This is an optimization exercise on Yosys and OpenROAD, whose aim is small area, not a production implementation.
In this exercise RTL edits were held to simulation tests only and were not proved equivalent to the original.
No activity file was given, so power comes from the tool's default toggle rates.

==> flow/design.v <==
module eeprom93c86_ctrl (
    input  wire        clk,
    input  wire        rst,           
    input  wire        host_we,
    input  wire [2:0]  host_addr,
    input  wire [31:0] host_wdata,
    output reg  [31:0] host_rdata,
    output wire        ee_cs,
    output reg         ee_clk,
    output reg         ee_di,
    output reg         ee_cs_oe,
    output reg         ee_clk_oe,
    output reg         ee_di_oe,
    input  wire        ee_do,
    output wire [31:0] pinmap
);
    reg [15:0] addr_n;
    reg [15:0] data_n;
    reg [7:0]  result_n;
    wire [15:0] addr_reg = ~addr_n;
    wire [15:0] data_reg = ~data_n;
    wire [7:0]  result_reg = ~result_n;
    reg [31:0] pinmap_reg;
    reg        st_busy, st_to, st_init, st_ovr, st_noinit, st_illop;
    reg [6:0]  c;       
    reg [4:0]  b;       
    reg [20:0] S;       
    reg        lg;      
    reg        pl;      
    assign pinmap = pinmap_reg;
    wire [2:0] op = host_wdata[2:0];
    wire rd = lg && !pl;                                
    wire accept = host_we && host_addr == 3'd0 && !st_busy && op != 3'd7;
    wire c0   = (c == 7'b0000000);
    wire c1   = (c == 7'b0000001);
    wire c50  = (c == 7'b1010110);
    wire c51  = (c == 7'b0101100);
    wire c52  = (c == 7'b1011000);
    wire c102 = (c == 7'b1011010);
    wire cfg      = b == 5'd1;
    wire startbit = b == 5'd2;
    wire send     = !(b[4] && (b[3] || rd));             
    wire recv     = rd && b[4] && !b[3];                 
    wire b24      = b[4] && b[3] && !b[1] && !b[0];
    wire poll     = b[4] && b[3] && b[0];                
    wire b26      = b[4] && b[3] && b[1];                
    wire tmo      = (S[20:8] == 13'b0110110000010);      
    wire lfsr_fb  = ~(S[20] ^ S[11] ^ S[10] ^ S[8]);
    wire di_step  = st_busy && c0 && send;
    wire sh_send  = di_step && !startbit;
    wire sh_recv  = st_busy && c51 && recv;
    wire sh_poll  = st_busy && c50 && poll;
    assign ee_cs = st_busy && !cfg;
    wire deselect = st_busy && ((c0 && b24 && !pl) || (c0 && poll && tmo) || b26);
    wire r_addr = host_addr == 3'd1, r_data = host_addr == 3'd2, r_res = host_addr == 3'd3,
         r_stat = host_addr == 3'd4, r_pin  = host_addr == 3'd5;
    always @(*)
        host_rdata = ({32{r_pin}} & pinmap_reg)
                   | {16'd0, {16{r_addr}} & addr_reg}
                   | {16'd0, {16{r_data}} & data_reg}
                   | {24'd0, {8{r_res}} & result_reg}
                   | {26'd0, {6{r_stat}} & {st_illop, st_noinit, st_ovr, st_init, st_to, st_busy}};
    wire        shortc = !op[0] && op != 3'd6;           
    wire [20:0] S_load = {
        !op[2] && !op[0],                                
        op == 3'd2 || op == 3'd4,                        
        shortc ? addr_reg[10] : (op == 3'd1 || op == 3'd3),
        shortc ? addr_reg[9]  : (op == 3'd1 || op == 3'd5),
        addr_reg[8:0],
        (op == 3'd4 || op == 3'd5) ? data_reg[7:0] : 8'd0
    };
    wire sh_hi = !accept && (sh_send || sh_recv || sh_poll);
    wire sh_lo = !accept && (sh_send || sh_recv);
    wire ho_hi = !accept && !(sh_send || sh_recv || sh_poll);
    wire ho_lo = !accept && !(sh_send || sh_recv);
    wire [20:0] S_prev = {S[19:8], sh_poll ? lfsr_fb : S[7], S[6:0], rd && ee_do};
    wire [20:0] S_sh   = {{13{sh_hi}}, {8{sh_lo}}};
    wire [20:0] S_ho   = {{13{ho_hi}}, {8{ho_lo}}};
    always @(posedge clk) begin
        S <= ({21{accept}} & S_load) | (S_sh & S_prev) | (S_ho & S);
        if (accept) begin
            c  <= 7'b1100101;                              
            b  <= 5'd1;
            lg <= op == 3'd0 || op == 3'd4 || op == 3'd5;
            pl <= op[2] ^ op[1];                             
        end else begin
            if (c102 || (poll && c50) || (c0 && b24))
                c <= 7'd0;
            else
                c <= {c[5:0], ~(c[6] ^ c[5])};
            if (c102 || (c0 && (b24 || (poll && ee_do))))
                b <= (b + 5'd1) | {1'b0, startbit && !lg, 3'b000};    
        end
    end
    always @(posedge clk) begin
        if (rst) begin
            addr_n     <= 16'hffff;
            data_n     <= 16'hffff;
            result_n   <= 8'hff;
            pinmap_reg <= 32'd0;
            st_busy    <= 1'b0;
            st_to      <= 1'b0;
            st_init    <= 1'b0;
            st_ovr     <= 1'b0;
            st_noinit  <= 1'b0;
            st_illop   <= 1'b0;
            ee_clk     <= 1'b0;
            ee_di      <= 1'b0;
            ee_cs_oe   <= 1'b0;
            ee_clk_oe  <= 1'b0;
            ee_di_oe   <= 1'b0;
        end else begin
            ee_cs_oe  <= ee_cs_oe | st_busy;
            ee_clk_oe <= ee_cs_oe;
            ee_di_oe  <= ee_clk_oe;
            if (di_step)
                ee_di <= startbit | S[20];
            if (st_busy && ((c1 && send) || (c0 && recv)))
                ee_clk <= 1'b1;
            else if (c52)
                ee_clk <= 1'b0;
            if (deselect) begin
                result_n   <= ~S[7:0];
                st_to      <= poll;
                st_busy    <= 1'b0;
            end
            if (host_we) begin
                case (host_addr)
                    3'd0: begin
                        if (st_busy) begin
                            st_ovr <= 1'b1;
                        end else if (op == 3'd7) begin
                            st_illop <= 1'b1;
                        end else begin
                            if (!st_init) st_noinit <= 1'b1;
                            st_to   <= 1'b0;
                            st_busy <= 1'b1;
                        end
                    end
                    3'd1: addr_n <= ~host_wdata[15:0];
                    3'd2: data_n <= ~host_wdata[15:0];
                    3'd4: begin
                        if (host_wdata[3]) st_ovr    <= 1'b0;
                        if (host_wdata[4]) st_noinit <= 1'b0;
                        if (host_wdata[5]) st_illop  <= 1'b0;
                    end
                    3'd5: begin
                        if (st_busy) begin
                            st_ovr <= 1'b1;
                        end else begin
                            pinmap_reg <= host_wdata;
                            st_init    <= 1'b1;
                        end
                    end
                    default: ;
                endcase
            end
        end
    end
endmodule
export LEC_CHECK = 0
export CAP_MARGIN = 20
export CORE_MARGIN = 2
export CORE_UTILIZATION = 72
export SLEW_MARGIN = 20
create_clock -name core_clock -period 20.0 [get_ports {clk}]
standard.sh (not shown) runs the stock make flow with config.mk's settings and CLKGATE_MAP_FILE= SYNTH_SCRIPT=/design/flow/synth_recipe.tcl, a recipe that flattens the netlist after the stock synthesis.
==> flow/flow/run.sh <==
#!/bin/bash
# The standard layout, with two changes:
#  - ABC maps for area only (no buffering / upsizing for the 0.01 pF output load,
#    which the port buffers isolate anyway);
#  - a smaller clock tree (clkbuf_4 leaves, no dummy loads);
#  - the port buffers are buf_1 instead of the default clkdlybuf4s50_1.
set -e
rm -rf scripts_local
cp -r "$FLOW_HOME/scripts" scripts_local
cp flow/abc_area.script scripts_local/abc_area.script
export SCRIPTS_DIR="$PWD/scripts_local"
export ABC_AREA=1
export CTS_ARGS="-sink_clustering_enable -sink_clustering_size 60 -sink_clustering_max_diameter 150 -buf_list sky130_fd_sc_hd__clkbuf_4 -root_buf sky130_fd_sc_hd__clkbuf_8 -dont_use_dummy_load -repair_clock_nets"
export BUFFER_PORTS_ARGS="-buffer_cell sky130_fd_sc_hd__buf_1"
bash standard.sh > standard.log 2>&1
==> flow/flow/abc_area.script <==
strash
&get -n
&deepsyn -T 60
&put
dch -f
amap
strash
dch -f
amap
topo
dnsize -c
==> next run, changes <==
--- a/flow/design.v
+++ b/flow/design.v
@@ -15,10 +15,7 @@
     output wire [31:0] pinmap
 );
-    reg [15:0] addr_n;
-    reg [15:0] data_n;
-    reg [7:0]  result_n;
-    wire [15:0] addr_reg = ~addr_n;
-    wire [15:0] data_reg = ~data_n;
-    wire [7:0]  result_reg = ~result_n;
+    reg [15:0] addr_reg;
+    reg [15:0] data_reg;
+    reg [7:0]  result_reg;
     reg [31:0] pinmap_reg;
     reg        st_busy, st_to, st_init, st_ovr, st_noinit, st_illop;
@@ -95,7 +92,7 @@
     always @(posedge clk) begin
         if (rst) begin
-            addr_n     <= 16'hffff;
-            data_n     <= 16'hffff;
-            result_n   <= 8'hff;
+            addr_reg   <= 16'd0;
+            data_reg   <= 16'd0;
+            result_reg <= 8'd0;
             pinmap_reg <= 32'd0;
             st_busy    <= 1'b0;
@@ -121,5 +118,5 @@
                 ee_clk <= 1'b0;
             if (deselect) begin
-                result_n   <= ~S[7:0];
+                result_reg <= S[7:0];
                 st_to      <= poll;
                 st_busy    <= 1'b0;
@@ -138,6 +135,6 @@
                         end
                     end
-                    3'd1: addr_n <= ~host_wdata[15:0];
-                    3'd2: data_n <= ~host_wdata[15:0];
+                    3'd1: addr_reg <= host_wdata[15:0];
+                    3'd2: data_reg <= host_wdata[15:0];
                     3'd4: begin
                         if (host_wdata[3]) st_ovr    <= 1'b0;
After rerunning: The new run passed the timing, design-rule and antenna checks; synthesized area rose by 1.2%; combinational power rose by 16%; utilization rose by 0.29 points; sequential share of layout area fell by 0.42 points; clock-buffer cell count stays the same; wire length barely changes; synthesized cell count rose by 0.73%; register-to-register slack gets worse by 40 ps; final cell count rose by 0.53%; setup slack gets better by 910 ps; final area rose by 0.93%; power rose by 3.1%; first-iteration DRC count rose by 22%.

## static timing again, ports no longer ideal
No port has a modelled driver above. Below, the same layouts with a new extraction and two added sets of constraints.
Step 1: set_driving_cell puts a clkbuf_16 on clk and a buf_2 on each other input, an assumption about the parent block.
Step 2 adds t to the input delays and takes it off the output delays; t is the mean of the earliest and latest rising clock arrival at the registers after step 1. Input paths then give back, and output paths get back, about the clock's delay inside the block.
a / b / c = ideal ports / drivers / drivers and shift; a / b = the first two.
| run | shift t [ns] | setup WS [ns] | latest minus earliest clock arrival (ns) | slew at the worst register clock pin (ns) | pins driven straight from the clock port |
|---|---|---|---|---|---|
| the first run | 0.423 | 9.244 / 9.220 / 9.220 | 0.053 / 0.053 | 0.12 / 0.12 | 1 |
| the second run | 0.415 | 10.153 / 10.125 / 10.125 | 0.046 / 0.046 | 0.12 / 0.12 | 1 |
After both steps setup and hold are still met in every run listed. The setup slack of the second run, which loses most, moves by -0.028 ns with the drivers and by -0.028 ns with both steps.
